This is an optimization exercise on Yosys and OpenROAD, whose aim is a short achievable clock period and few clock cycles, not a production implementation.
Where RTL was checked, it was by simulation tests only, not by an equivalence proof against the original.
No activity file was given, so power comes from the tool's default toggle rates.

==> inputs of 12-22 <==
==> flow/design.v <==
module mjmux_rx #(
    parameter integer BUFFER_SIZE = 128,
    parameter [6:0]   DEFAULT_ID  = 7'd1,
    parameter integer DEPTH       = 136
) (
    input  wire        clk,
    input  wire        rst,           
    input  wire        rx_valid,
    input  wire [7:0]  rx_data,
    output wire        rx_ready,
    input  wire        rx_close,      
    input  wire        cfg_we,
    input  wire [7:0]  cfg_wdata,
    output wire [6:0]  node_id,
    output wire        out_valid,
    output wire [7:0]  out_data,
    output wire        out_last,
    input  wire        out_ready,
    output wire [15:0] stat_wrong_id,
    output wire [15:0] stat_checksum,
    output wire [15:0] stat_overrun
);
    localparam integer PW = 8;      
    localparam [15:0] CRC_INIT = 16'hFFFF;
    localparam [15:0] CRC_POLY = 16'h1021;
    function [15:0] crc_step;
        input [15:0] c_in;
        input [7:0]  b;
        integer i;
        reg [15:0] c;
        begin
            c = c_in ^ {b, 8'h00};
            for (i = 0; i < 8; i = i + 1) begin
                if (c[15])
                    c = (c << 1) ^ CRC_POLY;
                else
                    c = c << 1;
            end
            crc_step = c;
        end
    endfunction
    function [PW-1:0] ptr_inc;
        input [PW-1:0] p;
        begin
            ptr_inc = (p == DEPTH - 1) ? {PW{1'b0}} : p + 1'b1;
        end
    endfunction
    localparam [15:0] CRC_54 = crc_step(CRC_INIT, 8'h54);
    reg        st_h0, st_h1, st_src, st_dst, st_len, st_pay, st_crc0, st_crc1;
    reg [6:0]  id_q;
    reg [7:0]  src_q;
    reg        dst_ok;
    reg [2:0]  len_n;
    reg [7:0]  len8;           
    reg        len_hi;         
    reg [7:0]  rem;            
    reg [7:0]  lo_q;           
    reg [15:0] cnt_wrong_id;
    reg [15:0] cnt_checksum;
    reg [15:0] cnt_overrun;
    reg        rdy_q;
    reg [7:0]  d_q;
    reg        crc_en_q, crc_ld_q;
    reg [15:0] crc_q;
    reg        w_en_q;
    reg [8:0]  w_q;
    reg        cm_q, rb_q;
    reg [8:0]    mem [0:DEPTH-1];
    reg [PW-1:0] wr_ptr, cm_ptr, rd_ptr;
    reg [DEPTH-1:0] rd_oh;
    reg [PW-1:0] spec_n;       
    reg        ov_q, sk_v;
    reg [8:0]  o_q, sk_q;
    wire take  = rx_valid && rdy_q;
    wire close = rx_close && rdy_q;
    wire [7:0] b = rx_data;
    assign rx_ready      = rdy_q;
    assign node_id       = id_q;
    assign out_valid     = ov_q;
    assign out_data      = o_q[7:0];
    assign out_last      = o_q[8];
    assign stat_wrong_id = cnt_wrong_id;
    assign stat_checksum = cnt_checksum;
    assign stat_overrun  = cnt_overrun;
    reg [7:0] ln8;
    reg       lnhi;
    always @(*) begin
        ln8  = len8;
        lnhi = len_hi;
        case (len_n)
            3'd0: ln8 = {1'b0, b[6:0]};
            3'd1: begin ln8 = {b[0], len8[6:0]}; lnhi = |b[6:1]; end
            3'd4: lnhi = len_hi | (|b[3:0]);
            default: lnhi = len_hi | (|b[6:0]);
        endcase
    end
    wire len_cont  = b[7];
    wire len_big   = lnhi || (ln8[7] && (|ln8[6:0]));
    wire len_zero  = (ln8 == 8'd0);           
    wire len_ovr   = len_cont ? (len_n == 3'd4) : len_big;
    wire len_done  = !len_cont && !len_big;   
    wire [15:0] crc_zz = crc_step(crc_step(crc_q, 8'h00), 8'h00);
    wire        lo_eq  = (lo_q == crc_zz[7:0]);
    wire        hi_eq  = (b == crc_zz[15:8]);
    wire        crc_ok = lo_eq && hi_eq;
    wire end_frame = take && st_crc1;
    wire inc_ck    = end_frame && !crc_ok;
    wire inc_wid   = end_frame && crc_ok && !dst_ok;
    wire accept    = end_frame && crc_ok && dst_ok;
    wire inc_ov    = take && st_len && len_ovr;
    wire [15:0] ck_n  = (cnt_checksum == 16'hFFFF) ? cnt_checksum : cnt_checksum + 16'd1;
    wire [15:0] wid_n = (cnt_wrong_id == 16'hFFFF) ? cnt_wrong_id : cnt_wrong_id + 16'd1;
    wire [15:0] ov_n  = (cnt_overrun  == 16'hFFFF) ? cnt_overrun  : cnt_overrun  + 16'd1;
    wire is54 = (b == 8'h54);
    wire isAB = (b == 8'hAB);
    always @(posedge clk) begin
        if (rst) begin
            id_q <= DEFAULT_ID;
        end else if (cfg_we) begin
            id_q <= cfg_wdata[6:0];
        end
    end
    always @(posedge clk) begin
        if (rst) begin
            {st_h0, st_h1, st_src, st_dst, st_len, st_pay, st_crc0, st_crc1} <= 8'b1000_0000;
        end else if (close) begin
            {st_h0, st_h1, st_src, st_dst, st_len, st_pay, st_crc0, st_crc1} <= 8'b1000_0000;
        end else if (take) begin
            st_h0   <= ((st_h0 || st_h1) && !is54 && !(st_h1 && isAB)) ||
                       (st_len && len_ovr) || st_crc1;
            st_h1   <= (st_h0 || st_h1) && is54;
            st_src  <= st_h1 && isAB;
            st_dst  <= st_src;
            st_len  <= st_dst || (st_len && len_cont && !len_ovr);
            st_pay  <= (st_len && len_done && !len_zero) || (st_pay && rem != 8'd1);
            st_crc0 <= (st_len && len_done && len_zero) || (st_pay && rem == 8'd1);
            st_crc1 <= st_crc0;
        end
    end
    always @(posedge clk) begin
        if (take) begin
            if (st_src) src_q <= b;
            if (st_dst) begin
                dst_ok <= (b == {1'b0, id_q});
                len_n  <= 3'd0;
                len8   <= 8'd0;
                len_hi <= 1'b0;
            end
            if (st_len) begin
                len_n  <= len_n + 3'd1;
                len8   <= ln8;
                len_hi <= lnhi;
                rem    <= ln8;
            end
            if (st_pay) rem <= rem - 8'd1;
            if (st_crc0) lo_q <= b;
        end
    end
    always @(posedge clk) begin
        if (rst) begin
            cnt_wrong_id <= 16'd0;
            cnt_checksum <= 16'd0;
            cnt_overrun  <= 16'd0;
        end else begin
            if (inc_ck)  cnt_checksum <= ck_n;
            if (inc_wid) cnt_wrong_id <= wid_n;
            if (inc_ov)  cnt_overrun  <= ov_n;
        end
    end
    always @(posedge clk) begin
        if (take) d_q <= b;
        if (rst) begin
            crc_en_q <= 1'b0;
            crc_ld_q <= 1'b0;
        end else begin
            crc_ld_q <= take && (st_h0 || st_h1) && is54;
            crc_en_q <= take && (st_h1 || st_src || st_dst || st_len || st_pay);
        end
        if (crc_ld_q)
            crc_q <= CRC_54;
        else if (crc_en_q)
            crc_q <= crc_step(crc_q, d_q);
    end
    wire res = take && ((st_len && len_done) || st_pay);
    always @(posedge clk) begin
        if (rst) begin
            w_en_q <= 1'b0;
            cm_q   <= 1'b0;
            rb_q   <= 1'b0;
        end else begin
            w_en_q <= res;
            cm_q   <= accept;
            rb_q   <= (end_frame && !(crc_ok && dst_ok)) || close;
        end
        if (st_len) w_q <= {len_zero, src_q};
        else        w_q <= {rem == 8'd1, b};
    end
    genvar gi;
    generate
        for (gi = 0; gi < DEPTH; gi = gi + 1) begin : g_mem
            always @(posedge clk) begin
                if (w_en_q && wr_ptr == gi)
                    mem[gi] <= w_q;
            end
        end
    endgenerate
    reg avail_q;
    reg [PW-1:0] occ_c;        
    wire rd_en = avail_q && !sk_v;
    reg [8:0] rdata;
    integer k;
    always @(*) begin
        rdata = 9'd0;
        for (k = 0; k < DEPTH; k = k + 1)
            rdata = rdata | ({9{rd_oh[k]}} & mem[k]);
    end
    wire [PW-1:0] rd_ptr_inc = ptr_inc(rd_ptr);
    wire [PW-1:0] cm_ptr_n   = cm_q ? wr_ptr : cm_ptr;
    wire          av0        = (rd_ptr != cm_ptr_n);
    wire          av1        = (rd_ptr_inc != cm_ptr_n);
    always @(posedge clk) begin
        if (rst) begin
            wr_ptr  <= {PW{1'b0}};
            cm_ptr  <= {PW{1'b0}};
            rd_ptr  <= {PW{1'b0}};
            rd_oh   <= {{(DEPTH-1){1'b0}}, 1'b1};
            occ_c   <= {PW{1'b0}};
            spec_n  <= {PW{1'b0}};
            avail_q <= 1'b0;
            rdy_q   <= 1'b1;
        end else begin
            if (rb_q)
                wr_ptr <= cm_ptr;
            else if (w_en_q)
                wr_ptr <= ptr_inc(wr_ptr);
            cm_ptr <= cm_ptr_n;
            if (cm_q || rb_q)
                spec_n <= {PW{1'b0}};
            else if (w_en_q)
                spec_n <= spec_n + 1'b1;
            if (rd_en) begin
                rd_ptr <= rd_ptr_inc;
                rd_oh  <= {rd_oh[DEPTH-2:0], rd_oh[DEPTH-1]};
            end
            avail_q <= rd_en ? av1 : av0;
            occ_c   <= occ_c + (cm_q ? spec_n : {PW{1'b0}}) - rd_en;
            rdy_q   <= ({1'b0, occ_c} + {1'b0, spec_n} + w_en_q + 2'd2 <= DEPTH);
        end
    end
    wire pop = ov_q && out_ready;
    always @(posedge clk) begin
        if (rst) begin
            ov_q <= 1'b0;
            sk_v <= 1'b0;
        end else if (!ov_q || pop) begin
            if (sk_v) begin
                o_q  <= sk_q;
                ov_q <= 1'b1;
                sk_v <= 1'b0;
            end else if (rd_en) begin
                o_q  <= rdata;
                ov_q <= 1'b1;
            end else begin
                ov_q <= 1'b0;
            end
        end else if (rd_en) begin
            sk_q <= rdata;
            sk_v <= 1'b1;
        end
    end
endmodule
==> flow/flow/run.sh <==
#!/bin/bash
set -euo pipefail
bash standard.sh SETUP_SLACK_MARGIN=6.8 "BUFFER_PORTS_ARGS=-buffer_cell sky130_fd_sc_hd__buf_4" finish > standard_flow.log 2>&1
==> flow/standard.sh <==
#!/bin/bash
# synth_recipe.tcl (not shown) runs the flow's synth.tcl, then flattens the netlist and writes it again
# the make line also repeats each setting of config.mk as NAME=value (left out here)
make -C /OpenROAD-flow-scripts/flow DESIGN_CONFIG=/design/flow/config.mk WORK_HOME=/design/flow/orfs CLKGATE_MAP_FILE= SYNTH_SCRIPT=/design/flow/synth_recipe.tcl "${@:-finish}"
==> flow/config.mk <==
export PLATFORM = sky130hd
export DESIGN_NAME = mjmux_rx
export DESIGN_NICKNAME = mjmux_rx
export VERILOG_FILES = /design/flow/design.v
export SDC_FILE = /design/flow/constraint.sdc
export NUM_CORES = 4
export LEC_CHECK = 0
export ABC_CLOCK_PERIOD_IN_PS = 3000
export CAP_MARGIN = 20
export CORE_MARGIN = 2
export CORE_UTILIZATION = 55
export SLEW_MARGIN = 20
==> flow/constraint.sdc <==
create_clock -name core_clock -period 10.0 [get_ports {clk}]
set_input_delay 2.0000 -clock core_clock [delete_from_list [all_inputs] [get_ports {clk}]]
set_output_delay 2.0000 -clock core_clock [all_outputs]
set_load 0.01 [all_outputs]
==> inputs of 02-07, as changes to 12-22 <==
--- a/flow/design.v
+++ b/flow/design.v
@@ -69,4 +69,5 @@
     reg [PW-1:0] wr_ptr, cm_ptr, rd_ptr;
     reg [DEPTH-1:0] rd_oh;
+    reg [PW-1:0] occ;          
     reg [PW-1:0] spec_n;       
     reg        ov_q, sk_v;
@@ -205,7 +206,6 @@
         end
     endgenerate
-    reg avail_q;
-    reg [PW-1:0] occ_c;        
-    wire rd_en = avail_q && !sk_v;
+    wire avail = (rd_ptr != cm_ptr);
+    wire rd_en = avail && !sk_v;
     reg [8:0] rdata;
     integer k;
@@ -215,18 +215,13 @@
             rdata = rdata | ({9{rd_oh[k]}} & mem[k]);
     end
-    wire [PW-1:0] rd_ptr_inc = ptr_inc(rd_ptr);
-    wire [PW-1:0] cm_ptr_n   = cm_q ? wr_ptr : cm_ptr;
-    wire          av0        = (rd_ptr != cm_ptr_n);
-    wire          av1        = (rd_ptr_inc != cm_ptr_n);
-    always @(posedge clk) begin
-        if (rst) begin
-            wr_ptr  <= {PW{1'b0}};
-            cm_ptr  <= {PW{1'b0}};
-            rd_ptr  <= {PW{1'b0}};
-            rd_oh   <= {{(DEPTH-1){1'b0}}, 1'b1};
-            occ_c   <= {PW{1'b0}};
-            spec_n  <= {PW{1'b0}};
-            avail_q <= 1'b0;
-            rdy_q   <= 1'b1;
+    always @(posedge clk) begin
+        if (rst) begin
+            wr_ptr <= {PW{1'b0}};
+            cm_ptr <= {PW{1'b0}};
+            rd_ptr <= {PW{1'b0}};
+            rd_oh  <= {{(DEPTH-1){1'b0}}, 1'b1};
+            occ    <= {PW{1'b0}};
+            spec_n <= {PW{1'b0}};
+            rdy_q  <= 1'b1;
         end else begin
             if (rb_q)
@@ -234,5 +229,6 @@
             else if (w_en_q)
                 wr_ptr <= ptr_inc(wr_ptr);
-            cm_ptr <= cm_ptr_n;
+            if (cm_q)
+                cm_ptr <= wr_ptr;
             if (cm_q || rb_q)
                 spec_n <= {PW{1'b0}};
@@ -240,10 +236,9 @@
                 spec_n <= spec_n + 1'b1;
             if (rd_en) begin
-                rd_ptr <= rd_ptr_inc;
+                rd_ptr <= ptr_inc(rd_ptr);
                 rd_oh  <= {rd_oh[DEPTH-2:0], rd_oh[DEPTH-1]};
             end
-            avail_q <= rd_en ? av1 : av0;
-            occ_c   <= occ_c + (cm_q ? spec_n : {PW{1'b0}}) - rd_en;
-            rdy_q   <= ({1'b0, occ_c} + {1'b0, spec_n} + w_en_q + 2'd2 <= DEPTH);
+            occ   <= occ + w_en_q - rd_en - (rb_q ? spec_n : {PW{1'b0}});
+            rdy_q <= (occ + w_en_q + 2'd2 <= DEPTH);
         end
     end
==> flow/run.sh (new file) <==
#!/bin/bash
# synth_recipe.tcl (not shown) runs the flow's synth.tcl, then flattens the netlist and writes it again
# the make line also repeats each setting of config.mk as NAME=value (left out here)
make -C /OpenROAD-flow-scripts/flow DESIGN_CONFIG=/design/flow/config.mk WORK_HOME=/design/flow/orfs CLKGATE_MAP_FILE= SYNTH_SCRIPT=/design/flow/synth_recipe.tcl finish
- ABC_CLOCK_PERIOD_IN_PS: 3000 -> default
- CORE_UTILIZATION: 55 -> 40
removed: flow/flow/run.sh
removed: flow/standard.sh
==> qor summary <==
item                                                                                            12-22                    02-07
Run status                                                                    complete, no violations  complete, no violations
Clk Latency, worst-skew pair                                                                   800 ps                   820 ps
Number of flip-flops and latches                                                                 1560                     1559
Postcts setup bufs                                                                                 61                        0
End of the critical path                                                              cnt_wrong_id[8]                   occ[7]
Diodes inserted                                                                                    16                       11
Adder and majority cell fraction of the synthesized area                                     0.009976                 0.007857
Wire length of the first global-routing pass                                                340300 um                344100 um
Leakage                                                                                      22.33 nW                 21.34 nW
Post-synthesis cell type count                                                                     61                       70
Pin count of the biggest net entering global routing                                              101                      142
Number of design-rule violations left by the first detailed-router iteration                     7961                     7629
Vertical extent of the die                                                                   330.7 um                 386.8 um
Area growth, synth to finish                                                                   18.53%                   16.39%
Mux share of post-synthesis cell area                                                        0.009891                  0.01070
Testbench counts of 12-22, summed over its fixed seeds: cycles 70,518.
The RTL of 02-07 was laid out without a check of its function.

## afterwards: timing with drivers on the ports
The results above use ideal ports. As a check the final layouts listed here were re-extracted and re-timed, cells and wires unchanged. Step 1, drivers: a clkbuf_16 drives clk and a buf_2 each remaining input, both assumed. Step 2, shift: input delay + t, output delay - t, t = (earliest + latest rising clock arrival at the registers) / 2. This alone moves slack from input paths to output paths. Three values: no drivers, after step 1, after step 2; two values: the first two.
run | shift t [ns] | setup WS [ns] | worst register clock-pin slew, ns
12-22 | 0.861 | 6.349 / 6.380 / 5.519 | 0.07 / 0.07
02-07 | 0.871 | 5.182 / 5.182 / 4.479 | 0.07 / 0.07
After both steps every run listed still meets setup and hold. For 12-22, which loses most, drivers alone change the setup slack by +0.031 ns; drivers and shift together by -0.830 ns.
